Optimization exercise on an open flow, not production practice.
RTL: at most simulated, not proved equivalent.
Power: default activity. The flow treats the clock pin as an ideal source, which a real chip does not have.

### design/flow/run.sh
#!/bin/bash
# synth_recipe.tcl (not shown) runs the flow's synth.tcl, then flattens the netlist and writes it again
# the make line also repeats each setting of config.mk as NAME=value (left out here)
make -C /OpenROAD-flow-scripts/flow DESIGN_CONFIG=/design/flow/config.mk WORK_HOME=/design/flow/orfs CLKGATE_MAP_FILE= SYNTH_SCRIPT=/design/flow/synth_recipe.tcl finish
### design/flow/config.mk
export PLATFORM = sky130hd
export DESIGN_NAME = amc131m0x_spi
export DESIGN_NICKNAME = amc131m0x_spi
export VERILOG_FILES = /design/flow/design.v
export SDC_FILE = /design/flow/constraint.sdc
export NUM_CORES = 4
export LEC_CHECK = 0
export CAP_MARGIN = 20
export CORE_MARGIN = 2
export CORE_UTILIZATION = 40
export SLEW_MARGIN = 20
### design/flow/constraint.sdc
create_clock -name core_clock -period 12.0 [get_ports {clk}]
set_input_delay 2.4000 -clock core_clock [delete_from_list [all_inputs] [get_ports {clk}]]
set_output_delay 2.4000 -clock core_clock [all_outputs]
set_load 0.01 [all_outputs]
### design/flow/design.v
module amc_crc16 (
    input  wire [15:0] c,
    input  wire        d,
    output wire [15:0] n
);
    assign n = {c[14:0], 1'b0} ^ ((c[15] ^ d) ? 16'h1021 : 16'h0000);
endmodule
module amc131m0x_spi (
    input  wire        clk,
    input  wire        rst_n,         
    input  wire        cs_n,
    input  wire        sclk,
    input  wire        mosi,
    output wire        miso,
    input  wire        rst_line_n,    
    output reg         timer_arm,     
    input  wire        timer_done,    
    input  wire [23:0] ch0_code,
    input  wire [23:0] ch1_code,
    input  wire [23:0] ch2_code
);
    reg         sclk_q, rstl_q;
    reg         sel;             
    reg         act;             
    reg  [6:0]  k;               
    reg  [15:0] cmd;             
    reg  [15:0] x;               
    reg  [15:0] rxcrc, txcrc;
    reg  [71:0] chr;             
    reg  [15:0] resp;
    reg         resp_set;
    reg         st6;             
    reg         ctrl0;           
    reg         timer_pending;
    reg  [991:0] ring;           
    reg  [5:0]   pos;            
    reg          wr_pend;
    reg          clr_req, clearing;
    wire rise     = sclk & ~sclk_q;
    wire go       = rise & sel & act;
    wire last     = go & (k == 7'd119);
    wire bank_rst = ~rst_line_n & rstl_q;
    wire bank_clr = ~rst_n | bank_rst;
    wire [6:0]  addr     = cmd[12:6];
    wire        is_null  = (cmd == 16'h0000);
    wire        is_read  = (cmd[15:13] == 3'b101);
    wire        is_write = (cmd[15:13] == 3'b011);
    wire        crc_ok   = (rxcrc == 16'h0000);
    wire        accept   = last & crc_ok;
    wire        cs_fall  = ~sel & ~cs_n;
    wire        build    = cs_fall | accept;
    wire        wr_ok    = accept & is_write & (addr[5:1] != 5'd0) & ~addr[6];
    wire        wr_ctrl  = accept & is_write & (addr == 7'h31);
    wire        arm_now  = wr_ctrl & ~ctrl0 & x[0] & ~timer_pending;
    wire [15:0] reg1 = {9'b0, st6, 6'b0};
    reg  [15:0] rd_val, r;
    always @* begin
        if (addr[6])
            rd_val = 16'h0000;
        else if (addr[5:0] == 6'd0)
            rd_val = 16'h0003;
        else if (addr[5:0] == 6'd1)
            rd_val = reg1;
        else
            rd_val = x;
        if (is_null)
            r = reg1;
        else if (is_read)
            r = rd_val;
        else if (is_write)
            r = {3'b001, cmd[12:0]};
        else
            r = 16'h0000;
    end
    wire [15:0] hdr   = resp_set ? resp : reg1;
    wire [95:0] body  = {hdr, 8'h00, chr};
    wire        txbit = (k < 7'd96) ? body[7'd95 - k] : txcrc[15];
    assign miso = act & txbit;
    wire [15:0] rxcrc_n, txcrc_n;
    amc_crc16 u_rx_crc (.c(rxcrc), .d(mosi),  .n(rxcrc_n));
    amc_crc16 u_tx_crc (.c(txcrc), .d(txbit), .n(txcrc_n));
    wire [15:0] tap  = ring[991:976];
    wire        wnow = wr_pend & (pos == resp[11:6]);
    wire        pf   = cmd[15] & (k >= 7'd40) & (pos == cmd[11:6]);
    wire [15:0] tin  = clearing ? 16'h0000 : (wnow ? x : tap);
    always @(posedge clk) begin
        ring <= {ring[975:0], tin};
        pos  <= (pos == 6'd63) ? 6'd2 : pos + 6'd1;
        if (bank_clr)
            clr_req <= 1'b1;
        else if (pos == 6'd63)
            clr_req <= 1'b0;
        if (pos == 6'd63)
            clearing <= clr_req;
        if (bank_clr)
            wr_pend <= 1'b0;
        else if (wr_ok)
            wr_pend <= 1'b1;
        else if (wnow)
            wr_pend <= 1'b0;
    end
    always @(posedge clk) begin
        sclk_q    <= sclk;
        rstl_q    <= rst_line_n;
        sel       <= ~cs_n;
        timer_arm <= arm_now;
        act <= build | (act & ~last);
        if (build)
            k <= 7'd0;
        else if (go)
            k <= k + 7'd1;
        if (go && k < 7'd16)
            cmd <= {cmd[14:0], mosi};
        if (go && k >= 7'd24 && k < 7'd40)
            x <= {x[14:0], mosi};
        else if (pf)
            x <= tap;
        if (build)
            rxcrc <= 16'hFFFF;
        else if (go && k < 7'd112)
            rxcrc <= rxcrc_n;
        if (build)
            txcrc <= 16'hFFFF;
        else if (go)
            txcrc <= txcrc_n;
        if (build)
            chr <= {ch0_code, ch1_code, ch2_code};
        if (accept)
            resp <= r;
        if (!rst_n)
            resp_set <= 1'b0;
        else if (accept)
            resp_set <= 1'b1;
        if (bank_clr)
            st6 <= 1'b1;
        else if (timer_done && timer_pending)
            st6 <= 1'b0;
        if (bank_clr)
            ctrl0 <= 1'b0;
        else if (wr_ctrl)
            ctrl0 <= x[0];
        if (!rst_n)
            timer_pending <= 1'b0;
        else if (arm_now)
            timer_pending <= 1'b1;
        else if (timer_done)
            timer_pending <= 1'b0;
    end
endmodule
==> metrics.md, run 1 <==
| Metric | Value |
|---|---|
| First drt pass iteration count | `4` |
| Total gr overflow | `0` |
| H-Tree Depth | `3` |
| YS warnings | `1` |
| Synth Area in Simple Gates | `3.459%` |
| Wirelength per Cell | `13.34 µm` |
| Min-delay worst type | `reg -> reg` |
| Initial antenna violation count | `0` |
| Xor/xnor share of the synthesized area | `0.7962%` |
| Gr usage total | `between 10% and 20%` |
| Worst R2R End | `txcrc[5]` |
| Layout cells sized above 1 | `between 10% and 20%` |
| Largest net degree at the start of global routing | `88` |
| Clock Path Buffers | `3` |
| CP endpoint kind | `primary output` |
| Final setup vio count | `0` |
| Yosys top cell by area | `dfxtp_1` |
| PwrDens | `between 200 and 250 nW/µm²` |
| # resized after CTS | `0` |
| Post-synth top cells | `dfxtp_1, edfxtp_1, nand2_1, nor2_1, nand3_1` |
| CP arrival | `approximately 3.6 ns` |
| # port buffers | `80` |
| # rows | `95` |
| Cells after DPL | `2489` |
| Clock-pin slew on the worst setup and hold paths | `0.06 ns` |
| DP Worst Slack | `6.132 ns` |
| Mapped Cells | `1556` |
| Via density | `around 4.1` |
| Critical-path maximum fanout | `19` |
| CTS Root Buffer Type | `clkbuf_16` |
| Post-synthesis sequential area ratio | `between 90% and 100%` |
| Synth-to-Final Area Change | `19.10%` |
| Number of buffers created by CTS | `102` |
| Fin. max-slew vios | `0` |
| Highest ir drop seen on vdd | `roughly 0.12 mV` |
| Critical path endpoint | `miso` |
| Count leader, synth | `dfxtp_1` |
| Routability cong. | `0.7881` |
| Core area | `67400 µm²` |
| CTS tree | `done` |
| Final Cycle Share | `49.83%` |
| Fillers | `5505` |
| Main synth FF type | `dfxtp_1` |
| Crit path from | `k[2]` |
| Least-Margin Pin Slew | `1.105 ns` |
| #FFs+latches synth | `approximately 1200` |
| Initial Utilization | `roughly two fifths` |
| Hold-fix buffers, CTS | `0` |
| Setup TNS | `0 ns` |
| CP Launch Type | `flop` |
| Layout net count | `1805` |
| Max-Slew Margin vs Limit | `25.54%` |
| Leakage power | `12.66 nW` |
| Global-route wire length before repair | `59770 µm` |
| Unrepaired setup endpoints after global routing | `false` |
| Chip Width | `265.5 µm` |
| Post-synthesis compound-gate area fraction | `1.235%` |
| Clk sinks | `1169` |
| Skew final | `0.02788 ns` |
| Detailed placer's ending HPWL | `19490 µm` |
| Die Y | `265.5 µm` |
| DRC violations left | `0` |
| Synth top area cells | `dfxtp_1, edfxtp_1, mux4_2` |
| First DRT Iteration DRCs | `about 530` |
| Ant. Diodes | `0` |
| Status | `timing/DRC/antenna clean` |
| Pwr Total | `7.235 mW` |
| Largest family of logic cells by synthesized area | `multiplexers` |
| Max Fclk | `about 0.17 GHz` |
| Critical Path RT | `9.60 ns` |
| Synthesized area | `27340 µm²` |
| Max-cap violations | `0` |
| Worst skew pair latency | `0.64 ns` |
| Avg Cell Area, Syn | `about 18 µm²` |
| Vias post-DR | `11049` |
| Synth Net Count | `1641` |
| Final std cells w/o fill | `2676` |
| Synth Area in Adders | `less than 1%` |
| Antenna-violating nets left | `0` |
| Postcts setup bufs | `0` |
| Number of synthesized flops with an enable pin | `around 120` |
| Minimum clock period after layout | `5.980 ns` |
| Top-area cell type share of the netlist area | `76.73%` |
| Critical path class | `reg -> out` |
| Routed wire length | `about 36000 µm` |
| Worst R2R Start | `k[1]` |
| Vias in the first global route | `around 11000` |
| Post-synthesis mux area share | `3.555%` |
| Hold WS | `between 0.3 and 0.4 ns` |
| Final Hold Vio Count | `0` |
| Io pins | `81` |
| Die footprint | `~70000 µm²` |
| R2R setup slack | `8.45 ns` |
| FF-to-FF path depth | `13` |
| Worst setup margin | `about 6.0 ns` |
| Netlist cell types | `50` |
| Async SR Flop Fraction | `0%` |
[layout by cell type (no fill, tap or decap), types with 19 or more instances in the layout]
| cell | Yosys | routed |
|---|---|---|
| clkbuf_1 | 18 | 22 |
| mux2_2 | 19 | 19 |
| clkdlybuf4s50_1 | 0 | 80 |
| nand3_1 | 34 | 34 |
| nand2_1 | 83 | 83 |
| clkbuf_16 | 0 | 108 |
| dfxtp_1 | 1048 | 1048 |
| mux2i_1 | 24 | 24 |
| clkinv_2 | 0 | 22 |
| edfxtp_1 | 121 | 121 |
| nor2_1 | 40 | 40 |
| clkbuf_8 | 0 | 20 |
[per-stage QoR]
step | utilization [%] | area, µm²
floorplan | - | 27340
CTS | 48.32 | 32570
finish | 48.32 | 32570
global placement | 43.32 | 29200
detailed placement | 43.32 | 29200
global route | 48.32 | 32570
[report_power, final]
part | switching (mW) | total (mW) | internal [mW]
Sequential | 0.0153 | 3.99 | 3.97
Combinational | 0.0409 | 0.0932 | 0.0524
Clock | 1.35 | 3.16 | 1.80
Total | 1.41 | 7.23 | 5.83
[kinds of logic after synthesis]
kind of cell,Yosys count
AO/OA/AOI/OAI,48
adder cells (fa/ha/maj),6
AND/OR/NAND/NOR,203
flip-flops,1169
XOR/XNOR,24
buffers and inverters,41
multiplexers,65
[how the worst min path moves through the flow]
| stage | startpoint | to | cells after the start |
|---|---|---|---|
| after floorplan | ring[84] | ring[100] | 0 |
| after global placement | ring[734] | ring[750] | 0 |
| after detailed placement | ring[140] | ring[156] | 0 |
| after CTS | ring[954] | ring[970] | 0 |
| after global routing | ring[954] | ring[970] | 0 |
| final | ring[954] | ring[970] | 0 |
[critical path, cell delays in order, from the launching register on]
cell and delay (ns):
dfxtp_1 0.90, mux4_1 0.41, mux2_2 0.29, or4_1 0.39
o311ai_1 0.12, o31ai_2 0.16, nor2_1 0.12, nor2_1 0.07
clkdlybuf4s50_1 0.48
[metal layers]
layer / routed length, µm / global-route usage, %
met1: 18190 / 15.04
met2: 14750 / 14.60
met3: 1784 / 3.055
met4: 979 / 4.016
met5: 0 / 0
[final cells by class]
type / count / area (µm²) / area share [%]
timing repair buffer: 91 / 883.3 / 2.712
multi-input combinational: 346 / 2570 / 7.891
tap: 873 / 1092 / 3.354
clock buffer: 150 / 3060 / 9.397
inverter: 10 / 37.54 / 0.1153
sequential: 1169 / 24610 / 75.58
clock inverter: 37 / 310.3 / 0.9528
[registers in the layout (all words and copies together) (netlist names), 6 cells and up]
| signal | cells |
|---|---|
| cmd | 16 |
| chr | 72 |
| ring | 992 |
| txcrc | 16 |
| rxcrc | 16 |
| x | 16 |
| resp | 16 |
| k | 7 |
| pos | 6 |
==> inputs of run 2 (changes only) <==
--- a/design/flow/config.mk
+++ b/design/flow/config.mk
@@ -8,4 +8,6 @@
 export CAP_MARGIN = 20
 export CORE_MARGIN = 2
 export CORE_UTILIZATION = 40
+export CTS_CLUSTER_DIAMETER = 50
+export CTS_CLUSTER_SIZE = 30
 export SLEW_MARGIN = 20
==> run 2 against run 1 <==
Against the previous run:
- still clean on timing, DRC and antenna
- global-route usage decreased by 0.30 points
- final cell count down 2.5%
- die area unchanged
- wire length decreased by 1.8%
- sequential power barely moved
- register-to-register slack barely moved
- area after synthesis unchanged
- utilization fell by 1.4 points
- critical path type unchanged
- largest power group unchanged
==> metrics.md, run 2 <==
| Metric | Value |
|---|---|
| Count leader, synth | `dfxtp_1` |
| Main synth FF type | `dfxtp_1` |
| Internal | `5.259 mW` |
| Hold-fix buffers, CTS | `0` |
| FF-to-FF path depth | `13` |
| Critical-path maximum fanout | `19` |
| Leakage power | `12.17 nW` |
| Register area | `24610 µm²` |
| Final Cell Area | `roughly 32000 µm²` |
| Highest ir drop seen on vdd | `approximately 0.13 mV` |
| CTS Root Buffer Type | `clkbuf_16` |
| Synth Net Count | `1641` |
| Post-synth top cells | `dfxtp_1, edfxtp_1, nand2_1, nor2_1, nand3_1` |
| Post-synthesis sequential area ratio | `about nine tenths` |
| Netlist cell types | `50` |
| CP endpoint kind | `primary output` |
| Worst hold path stage count | `0` |
| Layout net count | `1770` |
| Global-route wire length before repair | `~58000 µm` |
| Cells after DPL | `2489` |
| # resized after CTS | `0` |
| Setup TNS | `0 ns` |
| Critical Path RT | `9.60 ns` |
| #FFs+latches synth | `around 1200` |
| Worst R2R Start | `k[1]` |
| Critical path class | `reg -> out` |
| Switch share | `21.12%` |
| Unrepaired setup endpoints after global routing | `false` |
| Gr usage total | `10.08%` |
| Least-Margin Pin Slew | `1.079 ns` |
| Largest net degree at the start of global routing | `a little under 90` |
| Hold_sp | `ring[451]` |
| Max-Slew Margin vs Limit | `27.83%` |
| Max Fclk | `0.1680 GHz` |
| Synth-to-Final Area Change | `15.71%` |
| H-Tree Depth | `3` |
| Number of synthesized flops with an enable pin | `121` |
| Commonest non-fill, non-tap cells in the layout | `dfxtp_1, edfxtp_1, nand2_1, clkdlybuf4s50_1, clkbuf_16` |
| PwrDens | `210.7 nW/µm²` |
| Synthesized area | `27340 µm²` |
| CP Launch Type | `flop` |
| Skew final | `approximately 0.043 ns` |
| Detailed placer's ending HPWL | `about 20000 µm` |
| First drt pass iteration count | `4` |
| Postcts setup bufs | `0` |
| R2R setup slack | `8.45 ns` |
| Ant. Diodes | `0` |
| Clock Path Buffers | `3` |
| Core area | `67400 µm²` |
| Final std cells w/o fill | `2609` |
| YS warnings | `1` |
| # rows | `between 90 and 100` |
| Async SR Flop Fraction | `0%` |
| Sequential share of power | `59.7%` |
| CTS tree | `done` |
| DRC violations left | `0` |
| Wirelength per Cell | `13.44 µm` |
| Via density | `4.135` |
| Clk sinks | `1169` |
| First DRT Iteration DRCs | `427` |
| Io pins | `81` |
| Most common cell after layout, fill and taps aside | `dfxtp_1` |
| Die Y | `265.5 µm` |
| Worst Hold Path EP | `ring[467]` |
| Cell Area, Placed | `between 20000 and 30000 µm²` |
| Layout cells sized above 1 | `~9.7%` |
| Multi-input gate area | `2570 µm²` |
| Clock-pin slew on the worst setup and hold paths | `around 0.10 ns` |
| Final setup vio count | `0` |
| Total gr overflow | `0` |
| Min-delay worst type | `reg -> reg` |
| Vias in the first global route | `roughly 11000` |
| Vias post-DR | `10788` |
| CP arrival | `3.55 ns` |
| NetSw | `1.408 mW` |
| Routed wire length | `approximately 35000 µm` |
| Chip Width | `265.5 µm` |
| Synth top area cells | `dfxtp_1, edfxtp_1, mux4_2` |
| Max-cap violations | `0` |
| Initial antenna violation count | `0` |
| Worst R2R End | `txcrc[5]` |
| Fillers | `5583` |
| Minimum clock period after layout | `5.952 ns` |
| Number of buffers created by CTS | `67` |
| Avg Cell Area, Syn | `~18 µm²` |
| Antenna-violating nets left | `0` |
| Worst skew pair latency | `0.63 ns` |
| Initial Utilization | `40.57%` |
| Top-area cell type share of the netlist area | `about 77%` |
| Top flop regs | `ring (992), chr (72)` |
| Final Cycle Share | `49.60%` |
| Routability cong. | `0.7881` |
| Top reg by flops | `ring` |
| # port buffers | `80` |
| Clk pwr share | `38.9%` |
| Fin. max-slew vios | `0` |
| Comb pwr share | `1.4%` |
| Flip-flop count of the largest register after layout | `between 900 and 1000` |
| Die footprint | `roughly 70000 µm²` |
| Mapped Cells | `1556` |
| Status | `timing/DRC/antenna clean` |
| Yosys top cell by area | `dfxtp_1` |
| Final Hold Vio Count | `0` |
## run 2: cell counts after synthesis
No cell type changed its count.
## run 2: layout make-up
type,count,share of cell area (%)
multi-input combinational,346,8.123
tap,873,3.452
timing repair buffer,91,2.792
clock inverter,42,2.029
inverter,10,0.1186
sequential,1169,77.79
clock buffer,78,5.691
## run 2: power by group through the flow
stage | sequential [mW] | combinational [mW] | clock [mW]
2_1_floorplan | 4.07 | 0.0551 | 0
3_3_place_gp | 4.07 | 0.0919 | 0
3_5_place_dp | 4.07 | 0.0950 | 0
4_1_cts | 3.98 | 0.0955 | 2.68
5_1_grt | 3.99 | 0.103 | 2.81
6_report | 3.98 | 0.0932 | 2.59
## run 2: worst max path at each step
| stage | startpoint | to |
|---|---|---|
| final | k[2] | miso |
| after global routing | k[2] | miso |
| after CTS | k[2] | miso |
| after detailed placement | sclk | txcrc[5] |
| after global placement | sclk | txcrc[12] |
| after floorplan | sclk | chr[0] |
## run 2: kinds of logic after synthesis
logic type | Yosys count | synth area share [%]
xor gates and xnor gates | 24 | 0.7962
buffers and inverters | 41 | 0.6635
AOI/OAI and AO/OA | 48 | 1.235
DFF | 1169 | 90.02
adders and majority gates | 6 | 0.2745
muxes | 65 | 3.555
and+or+nand+nor | 203 | 3.459
## run 2: layer usage
layer	global-route usage [%]	part of all wire [%]	vias to the layer above
li1	-	-	5396
met1	14.64	52	5138
met2	14.11	41	163
met3	2.749	4.1	91
met4	4.275	3.5	0
met5	0	0	-
## run 2: critical path: stages, from the launching register on
cell	delay [ns]
dfxtp_1	0.91
mux4_1	0.41
mux2_2	0.29
or4_1	0.40
o311ai_1	0.12
o31ai_2	0.16
nor2_1	0.12
nor2_1	0.07
clkdlybuf4s50_1	0.48
## run 2: metrics by stage
step | power [mW] | setup slack [ns] | util (%) | hold slack (ns)
after floorplan | 4.123 | 5.121 | - | 0.3096
after global placement | 4.163 | 6.256 | 43.32 | 0.3099
after detailed placement | 4.167 | 6.132 | 43.32 | 0.3121
after CTS | 6.754 | 5.939 | 46.95 | 0.2949
after global routing | 6.898 | 5.831 | 46.95 | 0.3090
final | 6.666 | 6.048 | 46.95 | 0.3025
==> inputs of run 3 (changes only) <==
==> design/flow/flow/run.sh (new file) <==
#!/bin/bash
# Own layout flow: the standard flow (standard.sh, unchanged synthesis and steps)
# with two settings passed to ORFS through the environment:
#  - clock tree synthesis without dummy loads, with larger sink clusters;
#  - port buffers of the smallest buffer cell.
# make's output goes to make.log; ORFS writes each step's log under orfs/logs/.
set -euo pipefail
export CTS_ARGS="-sink_clustering_enable -repair_clock_nets -dont_use_dummy_load -sink_clustering_size 30 -sink_clustering_max_diameter 50"
export BUFFER_PORTS_ARGS="-buffer_cell sky130_fd_sc_hd__buf_1"
bash ./standard.sh > make.log 2>&1
==> design/flow/standard.sh (new file) <==
#!/bin/bash
# synth_recipe.tcl (not shown) runs the flow's synth.tcl, then flattens the netlist and writes it again
# the make line also repeats each setting of config.mk as NAME=value (left out here)
make -C /OpenROAD-flow-scripts/flow DESIGN_CONFIG=/design/flow/config.mk WORK_HOME=/design/flow/orfs CLKGATE_MAP_FILE= SYNTH_SCRIPT=/design/flow/synth_recipe.tcl "${@:-finish}"
--- a/design/flow/config.mk
+++ b/design/flow/config.mk
@@ -8,6 +8,4 @@
 export CAP_MARGIN = 20
 export CORE_MARGIN = 2
 export CORE_UTILIZATION = 40
-export CTS_CLUSTER_DIAMETER = 50
-export CTS_CLUSTER_SIZE = 30
 export SLEW_MARGIN = 20
removed: design/flow/run.sh
==> run 3 against run 2 <==
Against the previous run:
- wire length shrank 3.3%
- sequential share of layout area grew 3.7 points
- register-to-register slack lost 0.34 ns
==> metrics.md, run 3 <==
| Metric | Value |
|---|---|
| Worst path cell trace | `mux4_1 -> mux2_2 -> or4_1 -> o311ai_1 -> o31ai_2 -> nor2_1 -> nor2_1 -> buf_1` |
| Via density | `4.189` |
| Final Cycle Share | `47.67%` |
| DP Worst Slack | `6.112 ns` |
| Max-Slew Margin vs Limit | `30.36%` |
| Netlist cell types | `50` |
| Gr usage total | `9.706%` |
| CP Launch Type | `flop` |
| Layout cells sized above 1 | `just under 7%` |
| Io pins | `81` |
| Yosys top cell by area | `dfxtp_1` |
| PwrDens | `~200 nW/µm²` |
| Ant. Diodes | `0` |
| Skew final | `0.07065 ns` |
| CTS tree | `done` |
| Avg Cell Area, Syn | `17.57 µm²` |
| Synth Net Count | `between 1500 and 2000` |
| Synth top area cells | `dfxtp_1, edfxtp_1, mux4_2` |
| Total gr overflow | `0` |
| Most common cell after layout, fill and taps aside | `dfxtp_1` |
| Met1 WL | `17690 µm` |
| # resized after CTS | `0` |
| CP peak stage delay | `0.75 ns` |
| Post-synth top cells | `dfxtp_1, edfxtp_1, nand2_1, nor2_1, nand3_1` |
| Final setup vio count | `0` |
| Post-synthesis sequential area ratio | `around nine tenths` |
| Count leader, synth | `dfxtp_1` |
| Met2 wire len | `13780 µm` |
| Async SR Flop Fraction | `0%` |
| Unrepaired setup endpoints after global routing | `false` |
| Leakage power | `11.51 nW` |
| Fin. max-slew vios | `0` |
| # rows | `95` |
| Hold-fix buffers, CTS | `0` |
| Commonest non-fill, non-tap cells in the layout | `dfxtp_1, edfxtp_1, nand2_1, buf_1, clkbuf_16` |
| Fin util | `44.82%` |
| First drt pass iteration count | `4` |
| Cells after DPL | `2487` |
| Max-cap violations | `0` |
| Worst skew pair latency | `roughly 0.65 ns` |
| Final Cell Area | `30210 µm²` |
| Highest ir drop seen on vdd | `0.1030 mV` |
| Top reg by flops | `ring` |
| Core area | `67400 µm²` |
| Detailed placer's ending HPWL | `19280 µm` |
| Minimum clock period after layout | `about 5.7 ns` |
| Antenna-violating nets left | `0` |
| Clk sinks | `roughly 1200` |
| Setup TNS | `0 ns` |
| CP endpoint kind | `primary output` |
| YS warnings | `1` |
| Synth-to-Final Area Change | `10.48%` |
| Cell Area, Placed | `28680 µm²` |
| Status | `timing/DRC/antenna clean` |
| Critical path class | `reg -> out` |
| Final std cells w/o fill | `between 2000 and 3000` |
| H-Tree Depth | `2` |
| Initial antenna violation count | `0` |
| Max Fclk | `0.1748 GHz` |
| Critical-path maximum fanout | `14` |
| First DRT Iteration DRCs | `628` |
| Hold WS | `0.2619 ns` |
| Routed wire length | `~34000 µm` |
| Flip-flop count of the largest register after layout | `992` |
| Die Y | `265.5 µm` |
| Final Hold Vio Count | `0` |
| Met3 WL | `1425 µm` |
| #FFs+latches synth | `1169` |
| Min-delay worst type | `reg -> reg` |
| Main synth FF type | `dfxtp_1` |
| Slowest CP cell | `dfxtp_1` |
| CP arrival | `between 3 and 4 ns` |
| Max Used Layer | `met4` |
| Pwr Total | `a little over 6 mW` |
| Least-Margin Pin Slew | `1.045 ns` |
| Clock Path Buffers | `3` |
| Chip Width | `265.5 µm` |
| Wirelength per Cell | `13.30 µm` |
| Clock-pin slew on the worst setup and hold paths | `~0.1 ns` |
| Number of buffers created by CTS | `61` |
| Largest net degree at the start of global routing | `88` |
| Mapped Cells | `roughly 1600` |
| Top-area cell type share of the netlist area | `76.73%` |
| Crit path top cell by count | `nor2_1` |
| DRC violations left | `0` |
| Die footprint | `between 70000 and 80000 µm²` |
| Vias post-DR | `approximately 11000` |
| Vias in the first global route | `10709` |
| # port buffers | `80` |
| Worst setup margin | `6.279 ns` |
| Postcts setup bufs | `0` |
| Routability cong. | `0.7602` |
| Critical Path RT | `9.60 ns` |
| Initial Utilization | `approximately two fifths` |
| Number of synthesized flops with an enable pin | `121` |
| CTS Root Buffer Type | `clkbuf_16` |
| Global-route wire length before repair | `55830 µm` |
| Synthesized area | `27340 µm²` |
| Top flop regs | `ring (992), chr (72)` |
| Layout net count | `1762` |
==> run 3: cell count changes in the layout (fill, tap and decap cells not counted), sizes merged <==
cell / previous run / this run
buf: 11 / 89
bufinv: 3 / 0
clkbuf: 78 / 61
clkdlybuf4s50: 80 / 0
clkinv: 16 / 0
inv: 33 / 10
==> run 3: final timing paths <==
path,slack [ns],cells past startpoint,startpoint,end
min,0.26,0,ring[663],ring[679]
max reg2reg,8.11,10,k[2],txcrc[12]
max,6.28,8,k[1],miso
min reg2reg,0.26,0,ring[663],ring[679]
==> run 3: final cells by class <==
class                      instances  area (µm²)
fill                            5745       37190
tap                              873        1092
timing repair buffer              89       367.9
multi-input combinational        346        2572
inverter                          10       37.54
sequential                      1169       24610
clock buffer                      61        1526
==> run 3: report_power, final <==
| part | internal [mW] | leakage [nW] | switching, mW |
|---|---|---|---|
| Combinational | 0.0357 | 1.21 | 0.0402 |
| Clock | 0.899 | 0.752 | 1.08 |
| Sequential | 3.97 | 9.55 | 0.0160 |
==> run 3: routing by layer <==
layer,up-vias,track usage (%)
met5,-,0
met4,0,3.848
met3,75,2.138
met2,149,14.10
met1,5136,14.10
li1,5314,-
==> run 3: cells by family after synthesis <==
logic type / share of synthesized area [%]
DFF: 90.02
and+or+nand+nor: 3.459
muxes: 3.555
AOI/OAI and AO/OA: 1.235
buffers and inverters: 0.6635
xor gates and xnor gates: 0.7962
adders and majority gates: 0.2745
==> run 3: critical path: cells and delay by family (launching register included) <==
kind | cells | cell delay [ns]
DFF | 1 | 0.75
buffers and inverters | 1 | 0.13
AOI/OAI and AO/OA | 2 | 0.29
and+or+nand+nor | 3 | 0.61
muxes | 2 | 0.92
==> inputs of run 4 (changes only) <==
--- a/design/flow/design.v
+++ b/design/flow/design.v
@@ -21,7 +21,6 @@
 );
     reg         sclk_q, rstl_q;
     reg         sel;             
-    reg         act;             
     reg  [6:0]  k;               
     reg  [15:0] cmd;             
     reg  [15:0] x;               
@@ -36,6 +35,7 @@
     reg  [5:0]   pos;            
     reg          wr_pend;
     reg          clr_req, clearing;
+    wire act      = ~(k[6] & k[5] & k[4] & k[3]);    
     wire rise     = sclk & ~sclk_q;
     wire go       = rise & sel & act;
     wire last     = go & (k == 7'd119);
@@ -72,25 +72,29 @@
         else
             r = 16'h0000;
     end
-    wire [15:0] hdr   = resp_set ? resp : reg1;
-    wire [95:0] body  = {hdr, 8'h00, chr};
-    wire        txbit = (k < 7'd96) ? body[7'd95 - k] : txcrc[15];
-    assign miso = act & txbit;
+    wire [15:0]  hdr   = resp_set ? resp : reg1;
+    wire [127:0] fr    = {hdr, 8'h00, chr, {32{txcrc[15]}}};
+    wire [6:0]   kn    = ~k;
+    wire         txbit = fr[kn];
+    assign miso = txbit;
     wire [15:0] rxcrc_n, txcrc_n;
     amc_crc16 u_rx_crc (.c(rxcrc), .d(mosi),  .n(rxcrc_n));
     amc_crc16 u_tx_crc (.c(txcrc), .d(txbit), .n(txcrc_n));
-    wire [15:0] tap  = ring[991:976];
-    wire        wnow = wr_pend & (pos == resp[11:6]);
-    wire        pf   = cmd[15] & (k >= 7'd40) & (pos == cmd[11:6]);
-    wire [15:0] tin  = clearing ? 16'h0000 : (wnow ? x : tap);
+    wire [15:0] tap   = ring[991:976];
+    wire        wnow  = wr_pend & (pos == resp[11:6]);
+    wire        pf    = cmd[15] & (k >= 7'd40) & (pos == cmd[11:6]);
+    wire        s_x   = wnow & ~clearing;
+    wire        s_t   = ~wnow & ~clearing;
+    wire [15:0] tin   = ({16{s_x}} & x) | ({16{s_t}} & tap);
+    wire        pos_m = (pos[4:0] == 5'd0);
     always @(posedge clk) begin
         ring <= {ring[975:0], tin};
-        pos  <= (pos == 6'd63) ? 6'd2 : pos + 6'd1;
+        pos  <= pos_m ? 6'd2 : {pos[4:0], pos[5] ^ pos[4]};
         if (bank_clr)
             clr_req <= 1'b1;
-        else if (pos == 6'd63)
+        else if (pos_m)
             clr_req <= 1'b0;
-        if (pos == 6'd63)
+        if (pos_m)
             clearing <= clr_req;
         if (bank_clr)
             wr_pend <= 1'b0;
@@ -104,7 +108,6 @@
         rstl_q    <= rst_line_n;
         sel       <= ~cs_n;
         timer_arm <= arm_now;
-        act <= build | (act & ~last);
         if (build)
             k <= 7'd0;
         else if (go)
==> run 4 against run 3 <==
Against the previous run:
- combinational power rose by 16%
- area after synthesis fell by 0.60%
- utilization rose by 0.18 points
- highest routed layer is now met5
==> metrics.md, run 4 <==
| Metric | Value |
|---|---|
| Largest net degree at the start of global routing | `81` |
| Critical Path RT | `9.60 ns` |
| Count leader, synth | `dfxtp_1` |
| Hold-fix buffers, CTS | `0` |
| Clock Path Buffers | `3` |
| Post-synth top cells | `dfxtp_1, edfxtp_1, nand2_1, nor2_1, nand3_1` |
| Die footprint | `70050 µm²` |
| H-Tree Depth | `3` |
| CP endpoint kind | `primary output` |
| Sequential share of power | `64.0%` |
| Leakage power | `about 11 nW` |
| Fin. max-slew vios | `0` |
| Global-route wire length before repair | `56750 µm` |
| Top reg by flops | `ring` |
| CP delay by family, top | `flip-flops` |
| Final Hold Vio Count | `0` |
| NetSw | `between 1 and 1.5 mW` |
| Initial antenna violation count | `2` |
| Final setup vio count | `0` |
| Least-Margin Pin Slew | `1.029 ns` |
| Min-delay worst type | `reg -> reg` |
| CP peak stage delay | `1.00 ns` |
| CP Launch Type | `flop` |
| Slowest CP cell | `dfxtp_1` |
| Wirelength per Cell | `13.54 µm` |
| Gr usage total | `10.02%` |
| # resized after CTS | `0` |
| Via density | `4.207` |
| Highest ir drop seen on vdd | `0.1181 mV` |
| Netlist cell types | `49` |
| Top-area cell type share of the netlist area | `77.12%` |
| Vias in the first global route | `10737` |
| Postcts setup bufs | `0` |
| DRC violations left | `0` |
| Clk pwr share | `between 30 and 40%` |
| Max Fclk | `around 0.18 GHz` |
| Unrepaired setup endpoints after global routing | `false` |
| Main synth FF type | `dfxtp_1` |
| First drt pass iteration count | `5` |
| Critical-path maximum fanout | `25` |
| Comb pwr share | `~1.4%` |
| Synth top area cells | `dfxtp_1, edfxtp_1, mux4_2` |
| Yosys top cell by area | `dfxtp_1` |
| Worst path cell trace | `mux4_2 -> mux4_2 -> nor3_2 -> a31oi_1 -> o2bb2ai_2 -> buf_1` |
| Initial Utilization | `around two fifths` |
| Critical path class | `reg -> out` |
| Antenna-violating nets left | `0` |
| #FFs+latches synth | `1168` |
| Number of buffer and inverter stages on the critical path | `1` |
| Minimum clock period after layout | `approximately 5.4 ns` |
| Routability cong. | `0.7784` |
| Die Y | `264.7 µm` |
| Internal | `5.060 mW` |
| CTS tree | `done` |
| Number of synthesized flops with an enable pin | `between 100 and 150` |
| Vias post-DR | `around 11000` |
| Async SR Flop Fraction | `0%` |
| Total gr overflow | `0` |
| Synthesized area | `27180 µm²` |
| Max-Slew Margin vs Limit | `about 31%` |
| Commonest non-fill, non-tap cells in the layout | `dfxtp_1, edfxtp_1, buf_1, nand2_1, clkbuf_16` |
| Crit path top cell by count | `mux4_2` |
| YS warnings | `1` |
| Io pins | `81` |
| Chip Width | `264.7 µm` |
| Number of buffers created by CTS | `between 70 and 80` |
| Detailed placer's ending HPWL | `about 19000 µm` |
| PwrDens | `205.6 nW/µm²` |
| # rows | `95` |
| Clk sinks | `1168` |
| Max-cap violations | `0` |
| Synth Net Count | `1628` |
| Layout cells sized above 1 | `7.297%` |
| Top flop regs | `ring (992), chr (72)` |
| Layout net count | `around 1800` |
| CTS Root Buffer Type | `clkbuf_16` |
| Mapped Cells | `1547` |
| Synth-to-Final Area Change | `11.41%` |
| Setup TNS | `0 ns` |
| Skew final | `about 0.059 ns` |
| Pwr Total | `6.226 mW` |
| Status | `timing/DRC/antenna clean` |
| Flip-flop count of the largest register after layout | `roughly 990` |
| CP arrival | `approximately 3.0 ns` |
| Routed wire length | `between 30000 and 40000 µm` |
| Switch share | `18.72%` |
| Core area | `67280 µm²` |
| Worst skew pair latency | `0.61 ns` |
| # port buffers | `80` |
| Avg Cell Area, Syn | `17.57 µm²` |
| Post-synthesis sequential area ratio | `90.48%` |
| Most common cell after layout, fill and taps aside | `dfxtp_1` |
| First DRT Iteration DRCs | `611` |
| Final Cycle Share | `45.37%` |
| Clock-pin slew on the worst setup and hold paths | `0.09 ns` |
## run 4: cell types whose count changed after synthesis, moves of 4 or more
cell and change:
nor2_1 +5, ha_1 -4, mux4_1 -4, buf_2 +4, nand4_1 -4, xnor2_1 +10
nand2b_1 +4, xor2_1 -7, and3_1 -5, nor3_1 +4, nand2_1 -11
## run 4: kinds of logic (layout without fill, tap and decap cells)
logic type	after synthesis	in the layout	synth area share (%)
compound gates	55	55	1.399
mux	61	61	3.232
flops	1168	1168	90.48
xor+xnor	26	26	0.8378
other cells	0	2	0
buf+inv	41	166	0.6583
simple gates	194	194	3.296
fa+ha+maj	2	2	0.09205
## run 4: layer usage
layer | vias up | track usage, % | wire (µm)
met5 | - | 0 | 26
met1 | 5093 | 14.70 | 17690
li1 | 5283 | - | -
met2 | 247 | 13.88 | 13580
met4 | 4 | 3.940 | 1052
met3 | 89 | 2.935 | 2127
## run 4: worst paths after layout
check	endpoint	cells after the start	from	slack, ns
setup / recovery	miso	6	k[3]	6.56
hold reg to reg	ring[107]	0	ring[91]	0.27
hold / removal	ring[107]	0	ring[91]	0.27
setup reg to reg	txcrc[0]	12	k[4]	8.52
## run 4: final cells by class
class	count	area [µm²]
flip-flops and latches	1168	24590
multi-input cells	338	2430
clock buffers	71	1777
inverters	8	30.03
repair buffers	87	352.8
fillers	5729	37000
well taps	873	1092
diodes	2	5.005
## run 4: power groups by stage
stage	sequential [mW]	clock, mW	combinational, mW
2_1_floorplan	4.07	0	0.0648
3_3_place_gp	4.07	0	0.0861
3_5_place_dp	4.07	0	0.0885
4_1_cts	3.98	2.24	0.0895
5_1_grt	3.99	2.37	0.0978
6_report	3.98	2.15	0.0879
## run 4: metrics by stage
stage	utilization, %	setup WS [ns]	instances	hold WS (ns)	instance area [µm²]
5_1_grt	45.00	6.365	2545	0.2815	30280
4_1_cts	44.99	6.490	2545	0.2749	30270
2_1_floorplan	-	6.537	1547	0.3096	27180
6_report	45.01	6.555	2547	0.2727	30280
3_5_place_dp	42.35	6.556	2474	0.3121	28490
3_3_place_gp	42.35	6.610	2474	0.3101	28490
==> inputs of run 5 (changes only) <==
--- a/design/flow/config.mk
+++ b/design/flow/config.mk
@@ -7,5 +7,5 @@
 export LEC_CHECK = 0
 export CAP_MARGIN = 20
 export CORE_MARGIN = 2
-export CORE_UTILIZATION = 40
+export CORE_UTILIZATION = 60
 export SLEW_MARGIN = 20
==> run 5 against run 4 <==
Against the previous run:
- setup slack worse by 0.076 ns
- worst hold slack better by 0.0090 ns
- utilization is 22 points higher
- first-iteration DRC count stayed put
- highest routed layer is now met4
- sequential share of layout area is 1.8 points higher
- sequential power hardly changed
- global-route usage is 4.9 points higher
- flip-flop and latch count stayed put
==> metrics.md, run 5 <==
| Metric | Value |
|---|---|
| Internal | `4.867 mW` |
| Met1 Usage GRT | `23.24%` |
| Routability cong. | `between 0.7 and 0.8` |
| Max-cap violations | `0` |
| Detailed placer's ending HPWL | `19160 µm` |
| # rows | `77` |
| Hold-fix buffers, CTS | `0` |
| Top flop regs | `ring (992), chr (72)` |
| Worst path cell trace | `buf_4 -> mux4_2 -> mux2i_1 -> a21oi_1 -> a31oi_1 -> o2bb2ai_2 -> buf_1` |
| Clk sinks | `1168` |
| Layout cells sized above 1 | `6.623%` |
| Fin. max-slew vios | `0` |
| Critical-path maximum fanout | `12` |
| Vias in the first global route | `10463` |
| Chip Width | `216.8 µm` |
| DRC violations left | `0` |
| Min-delay worst type | `reg -> reg` |
| Most common cell after layout, fill and taps aside | `dfxtp_1` |
| Netlist cell types | `49` |
| CTS Root Buffer Type | `clkbuf_16` |
| Routing usage on met3 | `2.921%` |
| Postcts setup bufs | `0` |
| Met2 Usage GRT | `20.74%` |
| Busiest grt layer | `met1` |
| Critical path class | `reg -> out` |
| #FFs+latches synth | `between 1000 and 1500` |
| Minimum clock period after layout | `roughly 5.5 ns` |
| Critical Path RT | `9.60 ns` |
| Highest ir drop seen on vdd | `between 0.15 and 0.2 mV` |
| CP Launch Type | `flop` |
| # resized after CTS | `0` |
| Yosys top cell by area | `dfxtp_1` |
| Number of synthesized flops with an enable pin | `121` |
| Post-synth top cells | `dfxtp_1, edfxtp_1, nand2_1, nor2_1, nand3_1` |
| Skew final | `0.06850 ns` |
| Leakage power | `11.33 nW` |
| First drt pass iteration count | `4` |
| Global-route wire length before repair | `~56000 µm` |
| Die footprint | `47020 µm²` |
| Synthesized area | `27180 µm²` |
| CP arrival | `roughly 3.1 ns` |
| Sequential share of power | `66.5%` |
| Comb pwr share | `1.4%` |
| Flip-flop count of the largest register after layout | `just under 1000` |
| YS warnings | `1` |
| Status | `timing/DRC/antenna clean` |
| Gr usage total | `14.89%` |
| Final Hold Vio Count | `0` |
| NetSw | `1.131 mW` |
| # port buffers | `80` |
| Die Y | `216.8 µm` |
| Count leader, synth | `dfxtp_1` |
| Top reg by flops | `ring` |
| Max-Slew Margin vs Limit | `33.36%` |
| CP peak stage delay | `0.74 ns` |
| Synth-to-Final Area Change | `8.935%` |
| Via density | `4.676` |
| DP Worst Slack | `6.648 ns` |
| Antenna-violating nets left | `0` |
| Switch share | `18.85%` |
| CP endpoint kind | `primary output` |
| PwrDens | `~200 nW/µm²` |
| Commonest non-fill, non-tap cells in the layout | `dfxtp_1, edfxtp_1, buf_1, nand2_1, clkbuf_16` |
| Top-area cell type share of the netlist area | `77.12%` |
| Worst skew pair latency | `just over 0.6 ns` |
| Least-Margin Pin Slew | `~1 ns` |
| Number of buffers created by CTS | `58` |
| Synth top area cells | `dfxtp_1, edfxtp_1, mux4_2` |
| CTS tree | `done` |
| Max Fclk | `0.1811 GHz` |
| Total gr overflow | `0` |
| Initial Utilization | `61.06%` |
| First DRT Iteration DRCs | `611` |
| Wirelength per Cell | `~15 µm` |
| Setup TNS | `0 ns` |
| Final Cycle Share | `46.00%` |
| Clock Path Buffers | `3` |
| Main synth FF type | `dfxtp_1` |
| Largest net degree at the start of global routing | `81` |
| Async SR Flop Fraction | `0%` |
| Unrepaired setup endpoints after global routing | `false` |
| Mapped Cells | `roughly 1500` |
| Avg Cell Area, Syn | `roughly 18 µm²` |
| Io pins | `81` |
| Initial antenna violation count | `1` |
| H-Tree Depth | `2` |
| Routed wire length | `34020 µm` |
| Clk pwr share | `between 30% and 40%` |
| Vias post-DR | `10539` |
| Final setup vio count | `0` |
| Core area | `44510 µm²` |
| Slowest CP cell | `dfxtp_1` |
| Synth Net Count | `1628` |
| Layout net count | `approximately 1700` |
| Clock-pin slew on the worst setup and hold paths | `~0.1 ns` |
| Worst setup margin | `approximately 6.5 ns` |
| Post-synthesis sequential area ratio | `90.48%` |
run 5: cell types whose count changed in the layout (fill, tap and decap cells not counted):
| cell | change |
|---|---|
| buf_4 | +2 |
| diode_2 | -1 |
| nor2_1 | +1 |
| nor2_4 | -1 |
| clkbuf_16 | -13 |
run 5: kinds of logic (layout without fill, tap and decap cells):
| kind of cell | Yosys count | count (layout) | synth area share (%) |
|---|---|---|---|
| compound gates | 55 | 55 | 1.399 |
| flops | 1168 | 1168 | 90.48 |
| mux | 61 | 61 | 3.232 |
| xor+xnor | 26 | 26 | 0.8378 |
| other cells | 0 | 1 | 0 |
| simple gates | 194 | 194 | 3.296 |
| fa+ha+maj | 2 | 2 | 0.09205 |
| buf+inv | 41 | 155 | 0.6583 |
run 5: metrics by stage:
step	instance area, µm²	hold WS, ns	power [mW]	utilization (%)	instances
2_1_floorplan	27180	0.3096	4.133	-	1547
3_3_place_gp	28150	0.3103	4.160	63.25	2195
3_5_place_dp	28150	0.3121	4.163	63.25	2195
4_1_cts	29610	0.2874	6.064	66.51	2253
5_1_grt	29610	0.2852	6.217	66.51	2253
6_report	29610	0.2816	5.998	66.52	2254
run 5: cell type report:
class / instances / area (µm²)
Sequential cell: 1168 / 24590
Fill cell: 3103 / 14900
Multi-Input combinational cell: 338 / 2422
Clock buffer: 58 / 1451
Tap cell: 592 / 740.7
Timing Repair Buffer: 89 / 367.9
Inverter: 8 / 30.03
Antenna cell: 1 / 2.502
run 5: routing by layer:
metal / vias up / part of all wire (%)
li1: 5249 / -
met1: 5005 / 53
met2: 225 / 39
met3: 60 / 5.5
met4: 0 / 2.3
met5: - / 0
run 5: power by group through the flow:
stage	combinational (mW)	sequential [mW]	clock, mW
after CTS	0.0882	3.99	1.99
after floorplan	0.0648	4.07	0
after global placement	0.0859	4.07	0
final	0.0866	3.99	1.93
after global routing	0.0963	3.99	2.13
after detailed placement	0.0874	4.08	0
run 5: path summary, 6_finish.rpt:
path                                  end  cells past startpoint  slack, ns  startpoint
worst min register to register  ring[480]                      0       0.28   ring[464]
worst max-delay path                 miso                      7       6.48        k[0]
worst min-delay path            ring[480]                      0       0.28   ring[464]
worst max register to register    chr[10]                     11       8.59        k[4]
run 5: worst max-delay path, delay by kind of cell, from the launching register on:
family          cells  cell delay (ns)
buf+inv             2             0.53
compound gates      3             0.56
mux                 2             0.69
flops               1             0.74
==> inputs of run 6 (changes only) <==
--- a/design/flow/flow/run.sh
+++ b/design/flow/flow/run.sh
@@ -5,6 +5,6 @@
 #  - port buffers of the smallest buffer cell.
 # make's output goes to make.log; ORFS writes each step's log under orfs/logs/.
 set -euo pipefail
-export CTS_ARGS="-sink_clustering_enable -repair_clock_nets -dont_use_dummy_load -sink_clustering_size 30 -sink_clustering_max_diameter 50"
+export CTS_ARGS="-sink_clustering_enable -repair_clock_nets -dont_use_dummy_load -sink_clustering_size 30 -sink_clustering_max_diameter 150"
 export BUFFER_PORTS_ARGS="-buffer_cell sky130_fd_sc_hd__buf_1"
 bash ./standard.sh > make.log 2>&1
==> run 6 against run 5 <==
Against the previous run:
- setup slack better by 0.017 ns
- clock power is 12% lower
- maximum frequency is 0.31% higher
- die area stayed put
- largest power group unchanged
==> metrics.md, run 6 <==
| Metric | Value |
|---|---|
| CTS tree | `done` |
| H-Tree Depth | `2` |
| Initial Utilization | `between 60 and 70%` |
| Comb pwr share | `1.5%` |
| Top reg by flops | `ring` |
| Hold-fix buffers, CTS | `0` |
| Netlist cell types | `approximately 50` |
| CP delay by family, top | `flip-flops` |
| Gr usage total | `14.72%` |
| Via density | `about 4.7` |
| Clock-pin slew on the worst setup and hold paths | `between 0.1 and 0.15 ns` |
| First DRT Iteration DRCs | `530` |
| Unrepaired setup endpoints after global routing | `false` |
| Detailed placer's ending HPWL | `about 19000 µm` |
| Postcts setup bufs | `0` |
| YS warnings | `1` |
| Io pins | `81` |
| Avg Cell Area, Syn | `17.57 µm²` |
| Critical-path maximum fanout | `12` |
| Least-Margin Pin Slew | `just over 1 ns` |
| Post-synth top cells | `dfxtp_1, edfxtp_1, nand2_1, nor2_1, nand3_1` |
| Number of buffer and inverter stages on the critical path | `2` |
| Worst path cell trace | `buf_4 -> mux4_2 -> mux2i_1 -> a21oi_1 -> a31oi_1 -> o2bb2ai_2 -> buf_1` |
| Top flop regs | `ring (992), chr (72)` |
| Internal | `4.673 mW` |
| Async SR Flop Fraction | `0%` |
| Max Fclk | `approximately 0.18 GHz` |
| Flip-flop count of the largest register after layout | `992` |
| # resized after CTS | `0` |
| CTS Root Buffer Type | `clkbuf_16` |
| DP Worst Slack | `6.648 ns` |
| Total gr overflow | `0` |
| Synthesized area | `27180 µm²` |
| Highest ir drop seen on vdd | `0.1646 mV` |
| Chip Width | `216.8 µm` |
| CP arrival | `around 3.1 ns` |
| Skew final | `0.02884 ns` |
| Fin. max-slew vios | `0` |
| Max-cap violations | `0` |
| Die Y | `between 200 and 250 µm` |
| Minimum clock period after layout | `5.504 ns` |
| Clk sinks | `1168` |
| Pwr Total | `approximately 5.8 mW` |
| Leakage power | `11.15 nW` |
| Max-Slew Margin vs Limit | `32.85%` |
| Most common cell after layout, fill and taps aside | `dfxtp_1` |
| Largest net degree at the start of global routing | `81` |
| Core area | `44510 µm²` |
| # rows | `77` |
| NetSw | `1.088 mW` |
| Routability cong. | `just under 0.8` |
| Final Hold Vio Count | `0` |
| Worst skew pair latency | `0.59 ns` |
| Fillers | `3135` |
| Initial antenna violation count | `1` |
| CP endpoint kind | `primary output` |
| Main synth FF type | `dfxtp_1` |
| Count leader, synth | `dfxtp_1` |
| Synth-to-Final Area Change | `7.656%` |
| Die footprint | `47020 µm²` |
| Mapped Cells | `around 1500` |
| Layout cells sized above 1 | `5.829%` |
| First drt pass iteration count | `5` |
| DRC violations left | `0` |
| Post-synthesis sequential area ratio | `90.48%` |
| Vias in the first global route | `10292` |
| Clock Path Buffers | `3` |
| Setup TNS | `0 ns` |
| Routed wire length | `roughly 34000 µm` |
| Commonest non-fill, non-tap cells in the layout | `dfxtp_1, edfxtp_1, buf_1, nand2_1, nor2_1` |
| Antenna-violating nets left | `0` |
| PwrDens | `196.9 nW/µm²` |
| # port buffers | `80` |
| Number of synthesized flops with an enable pin | `121` |
| Worst setup margin | `around 6.5 ns` |
| Synth top area cells | `dfxtp_1, edfxtp_1, mux4_2` |
| Critical path class | `reg -> out` |
| CP peak stage delay | `0.75 ns` |
| Layout net count | `1730` |
| Final setup vio count | `0` |
| Critical Path RT | `9.60 ns` |
| Wirelength per Cell | `15.00 µm` |
| Min-delay worst type | `reg -> reg` |
| Clk pwr share | `29.3%` |
| Synth Net Count | `1628` |
| CP Launch Type | `flop` |
| #FFs+latches synth | `1168` |
| Slowest CP cell | `dfxtp_1` |
| Global-route wire length before repair | `approximately 55000 µm` |
| Sequential share of power | `69.2%` |
| Vias post-DR | `10470` |
| Number of buffers created by CTS | `44` |
| Switch share | `a little under a fifth` |
| Final Cycle Share | `45.86%` |
| Yosys top cell by area | `dfxtp_1` |
| Top-area cell type share of the netlist area | `77.12%` |
| Status | `timing/DRC/antenna clean` |
-- run 6: cell count changes in the layout (fill, tap and decap cells not counted), sizes merged --
cell	before	now
clkbuf	58	44
diode	1	2
-- run 6: cells by family after synthesis --
family          after synthesis  synth area share (%)
mux                          61                 3.232
buf+inv                      41                0.6583
xor+xnor                     26                0.8378
fa+ha+maj                     2               0.09205
flops                      1168                 90.48
compound gates               55                 1.399
simple gates                194                 3.296
-- run 6: worst paths after layout --
path	from	to	slack (ns)	cells after the start
worst max-delay path	k[0]	miso	6.50	7
worst min-delay path	ring[255]	ring[271]	0.32	0
worst max register to register	k[4]	chr[27]	8.60	11
worst min register to register	ring[255]	ring[271]	0.32	0
-- run 6: metrics by stage --
step,hold WS [ns],utilization (%),instances,cell area (µm²)
final,0.3223,65.74,2241,29260
after global routing,0.3234,65.73,2239,29260
after CTS,0.3210,65.73,2239,29260
after detailed placement,0.3121,63.25,2195,28150
after global placement,0.3103,63.25,2195,28150
after floorplan,0.3096,-,1547,27180
-- run 6: power by group through the flow --
stage	Clock [mW]	Sequential (mW)	Combinational, mW
4_1_cts	1.75	3.99	0.0882
3_3_place_gp	0	4.07	0.0859
3_5_place_dp	0	4.08	0.0874
5_1_grt	1.89	3.99	0.0963
2_1_floorplan	0	4.07	0.0648
6_report	1.69	3.99	0.0867
-- run 6: cell type report --
cell class | instances | area, µm² | area share (%)
repair buffers | 89 | 367.9 | 1.257
flip-flops and latches | 1168 | 24590 | 84.05
inverters | 8 | 30.03 | 0.1026
multi-input cells | 338 | 2422 | 8.278
clock buffers | 44 | 1101 | 3.763
well taps | 592 | 740.7 | 2.531
diodes | 2 | 5.005 | 0.01710
-- run 6: per-layer routing --
| layer | up-vias | global-route usage [%] | routed length, µm | part of all wire (%) |
|---|---|---|---|---|
| li1 | 5227 | - | - | - |
| met1 | 4989 | 23.37 | 18060 | 54 |
| met2 | 200 | 20.31 | 13090 | 39 |
| met3 | 54 | 3.159 | 1686 | 5.0 |
| met4 | 0 | 4.384 | 780 | 2.3 |
| met5 | - | 0 | 0 | 0 |
==> inputs of run 7 (changes only) <==
--- a/design/flow/config.mk
+++ b/design/flow/config.mk
@@ -7,5 +7,5 @@
 export LEC_CHECK = 0
 export CAP_MARGIN = 20
 export CORE_MARGIN = 2
-export CORE_UTILIZATION = 60
+export CORE_UTILIZATION = 70
 export SLEW_MARGIN = 20
==> run 7 against run 6 <==
Against the previous run:
- maximum frequency up 2.2%
- final cell count is 3.4% lower
- still clean on timing, DRC and antenna
- clock skew rose by 0.018 ns
==> metrics.md, run 7 <==
| Metric | Value |
|---|---|
| Commonest non-fill, non-tap cells in the layout | `dfxtp_1, edfxtp_1, buf_1, nand2_1, nor2_1` |
| Total gr overflow | `0` |
| PwrDens | `198.3 nW/µm²` |
| Antenna-violating nets left | `0` |
| Worst Hold Path EP | `ring[709]` |
| Async SR Flop Fraction | `0%` |
| CTS Root Buffer Type | `clkbuf_16` |
| CTS tree | `done` |
| Via density | `about 5` |
| Layout cells sized above 1 | `5.829%` |
| Skew final | `0.04704 ns` |
| Least-Margin Pin Slew | `0.9700 ns` |
| Postcts setup bufs | `0` |
| Post-synth top cells | `dfxtp_1, edfxtp_1, nand2_1, nor2_1, nand3_1` |
| Top reg by flops | `ring` |
| H-Tree Depth | `2` |
| Cell Area, Placed | `28060 µm²` |
| CP delay by family, top | `multiplexers` |
| Ant. Diodes | `0` |
| Clock Path Buffers | `3` |
| Mapped Cells | `1547` |
| # port buffers | `80` |
| Top-area cell type share of the netlist area | `77.12%` |
| Busiest grt layer | `met2` |
| Vias post-DR | `10585` |
| Met2 Usage GRT | `29.58%` |
| Synth-to-Final Area Change | `7.297%` |
| Netlist cell types | `49` |
| Chip Width | `201.1 µm` |
| Worst path cell trace | `buf_4 -> mux4_1 -> mux4_2 -> nor3_2 -> a31oi_1 -> o2bb2ai_2 -> buf_1` |
| Leakage power | `11.15 nW` |
| Post-synthesis sequential area ratio | `90.48%` |
| Pwr Total | `a little under 6 mW` |
| First DRT Iteration DRCs | `568` |
| Vias in the first global route | `between 10000 and 15000` |
| Worst skew pair latency | `0.61 ns` |
| Critical path class | `reg -> out` |
| Io pins | `81` |
| Final setup vio count | `0` |
| R2R setup slack | `8.65 ns` |
| Number of buffers created by CTS | `44` |
| Initial Utilization | `70.66%` |
| Min-delay worst type | `reg -> reg` |
| Routability cong. | `about 0.80` |
| Final Hold Vio Count | `0` |
| Final Cell Area | `29160 µm²` |
| Worst hold path stage count | `0` |
| Most common cell after layout, fill and taps aside | `dfxtp_1` |
| Yosys top cell by area | `dfxtp_1` |
| Layout net count | `1730` |
| YS warnings | `1` |
| Critical Path RT | `9.60 ns` |
| Slowest CP cell | `mux4_1` |
| Hold-fix buffers, CTS | `0` |
| DRC violations left | `0` |
| Synth top area cells | `dfxtp_1, edfxtp_1, mux4_2` |
| Avg Cell Area, Syn | `17.57 µm²` |
| First drt pass iteration count | `6` |
| Die Y | `around 200 µm` |
| # rows | `72` |
| Hold WS | `slightly above 0.3 ns` |
| Critical-path maximum fanout | `29` |
| Fin. max-slew vios | `0` |
| Routing usage on met3 | `3.133%` |
| Main synth FF type | `dfxtp_1` |
| Die footprint | `40420 µm²` |
| Count leader, synth | `dfxtp_1` |
| Gr usage total | `19.39%` |
| Worst R2R Start | `k[4]` |
| CP peak stage delay | `0.64 ns` |
| Number of buffer and inverter stages on the critical path | `2` |
| Top flop regs | `ring (992), chr (72)` |
| CP Launch Type | `flop` |
| Final Cycle Share | `about 45%` |
| FF-to-FF path depth | `11` |
| Global-route wire length before repair | `60820 µm` |
| Crit path from | `k[1]` |
| Synth Net Count | `1628` |
| Unrepaired setup endpoints after global routing | `false` |
| Met1 Usage GRT | `between 20% and 30%` |
| Largest net degree at the start of global routing | `81` |
| Setup TNS | `0 ns` |
| Clock-pin slew on the worst setup and hold paths | `between 0.1 and 0.15 ns` |
| Status | `timing/DRC/antenna clean` |
| Wirelength per Cell | `17.52 µm` |
| Max Fclk | `roughly 0.19 GHz` |
| Max-Slew Margin vs Limit | `35.33%` |
| CP endpoint kind | `primary output` |
| Detailed placer's ending HPWL | `19680 µm` |
| Flip-flop count of the largest register after layout | `a little under 1000` |
| Synthesized area | `27180 µm²` |
| Max-cap violations | `0` |
| CP arrival | `about 3.0 ns` |
| Minimum clock period after layout | `5.387 ns` |
| Highest ir drop seen on vdd | `roughly 0.22 mV` |
| Core area | `between 30000 and 40000 µm²` |
| Worst R2R End | `chr[60]` |
| Initial antenna violation count | `3` |
| #FFs+latches synth | `1168` |
| # resized after CTS | `0` |
| Hold_sp | `ring[693]` |
| Routed wire length | `37940 µm` |
| Clk sinks | `1168` |
| Number of synthesized flops with an enable pin | `121` |
run 7: changes by cell type in the layout (fill, tap and decap cells not counted):
| cell | before | now |
|---|---|---|
| diode_2 | 2 | 0 |
run 7: where the power goes:
group | total, mW | switching, mW | internal, mW | leakage [nW]
clock network | 1.71 | 1.05 | 0.664 | 0.542
registers | 3.98 | 0.0156 | 3.97 | 9.61
logic | 0.0900 | 0.0479 | 0.0421 | 1.00
run 7: kinds of logic after synthesis:
logic type               count (synthesis)  synth area share [%]
flip-flops                            1168                 90.48
buffers and inverters                   41                0.6583
XOR/XNOR                                26                0.8378
AND/OR/NAND/NOR                        194                 3.296
multiplexers                            61                 3.232
adder cells (fa/ha/maj)                  2               0.09205
AO/OA/AOI/OAI                           55                 1.399
run 7: per-layer routing:
metal	share of wire, %	vias to the layer above
met2	44	210
met1	49	5089
met5	0.095	-
met4	2.1	6
met3	4.3	60
li1	-	5220
run 7: worst max path at each step:
| stage | endpoint | slack [ns] | depth (start not counted) |
|---|---|---|---|
| 2_1_floorplan | chr[0] | 6.54 | 6 |
| 3_3_place_gp | chr[59] | 6.73 | 11 |
| 3_5_place_dp | chr[26] | 6.61 | 11 |
| 4_1_cts | miso | 6.55 | 7 |
| 5_1_grt | miso | 6.47 | 7 |
| 6_report | miso | 6.61 | 7 |
run 7: stage by stage:
stage | setup WS [ns] | util, % | cells
after floorplan | 6.537 | - | 1547
after global placement | 6.725 | 72.95 | 2121
after detailed placement | 6.605 | 72.95 | 2121
after CTS | 6.553 | 75.81 | 2165
after global routing | 6.470 | 75.81 | 2165
final | 6.613 | 75.81 | 2165
run 7: layout make-up:
class / instances / area (µm²)
flip-flops and latches: 1168 / 24590
repair buffers: 89 / 367.9
multi-input cells: 338 / 2422
fillers: 2161 / 9304
clock buffers: 44 / 1101
inverters: 8 / 30.03
well taps: 518 / 648.1
==> inputs of run 8 (changes only) <==
--- a/design/flow/design.v
+++ b/design/flow/design.v
@@ -25,7 +25,9 @@
     reg  [15:0] cmd;             
     reg  [15:0] x;               
     reg  [15:0] rxcrc, txcrc;
-    reg  [71:0] chr;             
+    reg  [71:0] cr;              
+    reg  [1:0]  ph;              
+    reg         obit;            
     reg  [15:0] resp;
     reg         resp_set;
     reg         st6;             
@@ -73,7 +75,7 @@
             r = 16'h0000;
     end
     wire [15:0]  hdr   = resp_set ? resp : reg1;
-    wire [127:0] fr    = {hdr, 8'h00, chr, {32{txcrc[15]}}};
+    wire [127:0] fr    = {hdr, 8'h00, {72{obit}}, {32{txcrc[15]}}};
     wire [6:0]   kn    = ~k;
     wire         txbit = fr[kn];
     assign miso = txbit;
@@ -81,8 +83,9 @@
     amc_crc16 u_rx_crc (.c(rxcrc), .d(mosi),  .n(rxcrc_n));
     amc_crc16 u_tx_crc (.c(txcrc), .d(txbit), .n(txcrc_n));
     wire [15:0] tap   = ring[991:976];
-    wire        wnow  = wr_pend & (pos == resp[11:6]);
-    wire        pf    = cmd[15] & (k >= 7'd40) & (pos == cmd[11:6]);
+    wire        hit   = (pos == (wr_pend ? resp[11:6] : cmd[11:6]));
+    wire        wnow  = wr_pend & hit;
+    wire        pf    = cmd[15] & (k >= 7'd40) & hit;
     wire        s_x   = wnow & ~clearing;
     wire        s_t   = ~wnow & ~clearing;
     wire [15:0] tin   = ({16{s_x}} & x) | ({16{s_t}} & tap);
@@ -102,6 +105,25 @@
             wr_pend <= 1'b1;
         else if (wnow)
             wr_pend <= 1'b0;
+    end
+    wire [71:0] chv = {ch0_code, ch1_code, ch2_code};
+    wire        ld  = sel & (k == 7'd0) & ~rise;
+    wire [31:0] ctap;
+    genvar c;
+    generate
+        for (c = 0; c < 18; c = c + 1) begin : g_cr
+            wire [3:0] src = chv[71 - 4*c -: 4];    
+            always @(posedge clk)
+                cr[4*c +: 4] <= {cr[4*c +: 3], ld ? src[3 - ph] : cr[4*c + 3]};
+            assign ctap[c + 6] = cr[4*c + 3];
+        end
+    endgenerate
+    assign ctap[5:0]   = 6'd0;
+    assign ctap[31:24] = 8'd0;
+    always @(posedge clk) begin
+        ph <= ph + 2'd1;
+        if (ph == k[1:0])
+            obit <= ctap[k[6:2]];
     end
     always @(posedge clk) begin
         sclk_q    <= sclk;
@@ -126,8 +148,6 @@
             txcrc <= 16'hFFFF;
         else if (go)
             txcrc <= txcrc_n;
-        if (build)
-            chr <= {ch0_code, ch1_code, ch2_code};
         if (accept)
             resp <= r;
         if (!rst_n)
--- a/design/flow/config.mk
+++ b/design/flow/config.mk
@@ -7,5 +7,5 @@
 export LEC_CHECK = 0
 export CAP_MARGIN = 20
 export CORE_MARGIN = 2
-export CORE_UTILIZATION = 70
+export CORE_UTILIZATION = 60
 export SLEW_MARGIN = 20
==> run 8 against run 7 <==
Against the previous run:
- largest cell class unchanged
- final cell count grew 3.6%
- sequential power is 2% higher
- highest routed layer is now met4
- largest power group unchanged
- worst hold slack got worse by 0.054 ns
- synthesized cell count rose by 0.58%
==> metrics.md, run 8 <==
| Metric | Value |
|---|---|
| Critical-path maximum fanout | `11` |
| Cells after DPL | `2199` |
| Critical Path RT | `9.60 ns` |
| Clock-pin slew on the worst setup and hold paths | `0.11 ns` |
| First drt pass iteration count | `4` |
| Met1 Usage GRT | `about a fifth` |
| Global-route wire length before repair | `51720 µm` |
| Gr usage total | `13.62%` |
| Post-synthesis compound-gate area fraction | `1.860%` |
| Post-synth top cells | `dfxtp_1, nand2_1, edfxtp_1, mux2_2, nand3_1` |
| Avg Cell Area, Syn | `17.21 µm²` |
| #FFs+latches synth | `1171` |
| H-Tree Depth | `2` |
| Die Y | `approximately 220 µm` |
| Met2 Usage GRT | `a little under a fifth` |
| Main synth FF type | `dfxtp_1` |
| Flip-flop count of the largest register after layout | `992` |
| Synth Area in Simple Gates | `3.285%` |
| Via density | `4.601` |
| CP endpoint kind | `primary output` |
| Synth Net Count | `1637` |
| Clk sinks | `1171` |
| Largest net degree at the start of global routing | `33` |
| Vias in the first global route | `10220` |
| Vias post-DR | `10325` |
| CTS Root Buffer Type | `clkbuf_16` |
| Synth top area cells | `dfxtp_1, edfxtp_1, mux4_2` |
| Final Hold Vio Count | `0` |
| # port buffers | `80` |
| Highest ir drop seen on vdd | `0.1637 mV` |
| Worst hold path stage count | `0` |
| Busiest grt layer | `met1` |
| # rows | `77` |
| Hold-fix buffers, CTS | `0` |
| Hold WS | `0.2544 ns` |
| Layout net count | `1735` |
| Most common cell after layout, fill and taps aside | `dfxtp_1` |
| First DRT Iteration DRCs | `550` |
| Ant. Diodes | `0` |
| Layout cells sized above 1 | `7.385%` |
| Total gr overflow | `0` |
| CP arrival | `2.52 ns` |
| Critical path class | `reg -> out` |
| Max Fclk | `between 0.2 and 0.25 GHz` |
| Setup TNS | `0 ns` |
| Detailed placer's ending HPWL | `17170 µm` |
| Fin util | `roughly two thirds` |
| Initial Utilization | `60.69%` |
| Unrepaired setup endpoints after global routing | `false` |
| Max-cap violations | `0` |
| Clock Path Buffers | `3` |
| PwrDens | `201.7 nW/µm²` |
| Io pins | `81` |
| Die footprint | `approximately 46000 µm²` |
| Post-synthesis mux area share | `4.060%` |
| Post-synthesis sequential area ratio | `89.41%` |
| # resized after CTS | `0` |
| Least-Margin Pin Slew | `1.075 ns` |
| Final std cells w/o fill | `2244` |
| Fillers | `3217` |
| Count leader, synth | `dfxtp_1` |
| Worst setup margin | `7.077 ns` |
| Worst skew pair latency | `0.58 ns` |
| Commonest non-fill, non-tap cells in the layout | `dfxtp_1, buf_1, nand2_1, edfxtp_1, clkbuf_16` |
| Antenna-violating nets left | `0` |
| Core area | `around 44000 µm²` |
| Minimum clock period after layout | `roughly 4.9 ns` |
| Synth Area in Adders | `0.09345%` |
| Skew final | `0.06130 ns` |
| Wirelength per Cell | `13.67 µm` |
| Final Cycle Share | `41.02%` |
| Async SR Flop Fraction | `0%` |
| Top flop regs | `ring (992), cr (72)` |
| DRC violations left | `0` |
| Number of synthesized flops with an enable pin | `50` |
| Netlist cell types | `49` |
| Number of buffers created by CTS | `45` |
| Xor/xnor share of the synthesized area | `less than 1%` |
| Leakage power | `11.26 nW` |
| Chip Width | `215.3 µm` |
| Final Cell Area | `slightly below 30000 µm²` |
| Routing usage on met3 | `2.972%` |
| Routed wire length | `between 30000 and 40000 µm` |
| Routability cong. | `between 0.7 and 0.8` |
| YS warnings | `1` |
| Status | `timing/DRC/antenna clean` |
| Largest family of logic cells by synthesized area | `multiplexers` |
| FF-to-FF path depth | `6` |
| Min-delay worst type | `reg -> reg` |
| Pwr Total | `5.819 mW` |
| Postcts setup bufs | `0` |
| CTS tree | `done` |
| Fin. max-slew vios | `0` |
| Top reg by flops | `ring` |
| CP Launch Type | `flop` |
| Mapped Cells | `about 1600` |
| DP Worst Slack | `approximately 7.5 ns` |
| Initial antenna violation count | `0` |
| Final setup vio count | `0` |
| Max-Slew Margin vs Limit | `27.95%` |
| Cell Area, Placed | `27720 µm²` |
| Synth-to-Final Area Change | `7.747%` |
| Top-area cell type share of the netlist area | `83.81%` |
| Yosys top cell by area | `dfxtp_1` |
| Synthesized area | `between 20000 and 30000 µm²` |
-- run 8: cell families after synthesis --
kind of cell             after synthesis
XOR/XNOR                              18
AO/OA/AOI/OAI                         63
flip-flops                          1171
AND/OR/NAND/NOR                      184
adder cells (fa/ha/maj)                2
multiplexers                          73
buffers and inverters                 45
-- run 8: path summary, 6_finish.rpt --
kind | start | endpoint | slack (ns)
setup / recovery | k[0] | miso | 7.08
hold / removal | ring[328] | ring[344] | 0.25
setup reg to reg | wr_pend | ring[3] | 9.21
hold reg to reg | ring[328] | ring[344] | 0.25
-- run 8: critical path, cell delays in order, from the launching register on --
cell and delay (ns):
dfxtp_1 0.63, mux4_2 0.57, o2111ai_1 0.24, nand2_1 0.11
o21ai_0 0.16, nand2_1 0.10, buf_1 0.14
-- run 8: layer usage --
layer | part of all wire (%) | up-vias
met5 | 0 | -
met4 | 2.4 | 0
met3 | 4.7 | 54
met2 | 39 | 142
met1 | 54 | 4905
li1 | - | 5224
-- run 8: layout make-up --
| cell class | instances | area [µm²] | share of cell area, % |
|---|---|---|---|
| well taps | 592 | 740.7 | 2.567 |
| flip-flops and latches | 1171 | 23940 | 82.98 |
| repair buffers | 87 | 352.8 | 1.223 |
| multi-input cells | 340 | 2656 | 9.206 |
| clock buffers | 45 | 1126 | 3.903 |
| inverters | 9 | 33.78 | 0.1171 |
-- run 8: where the power goes --
part | total (mW) | internal [mW] | switching, mW
clock network | 1.70 | 0.677 | 1.02
registers | 4.04 | 4.00 | 0.0362
logic | 0.0879 | 0.0514 | 0.0365
total | 5.82 | 4.73 | 1.09
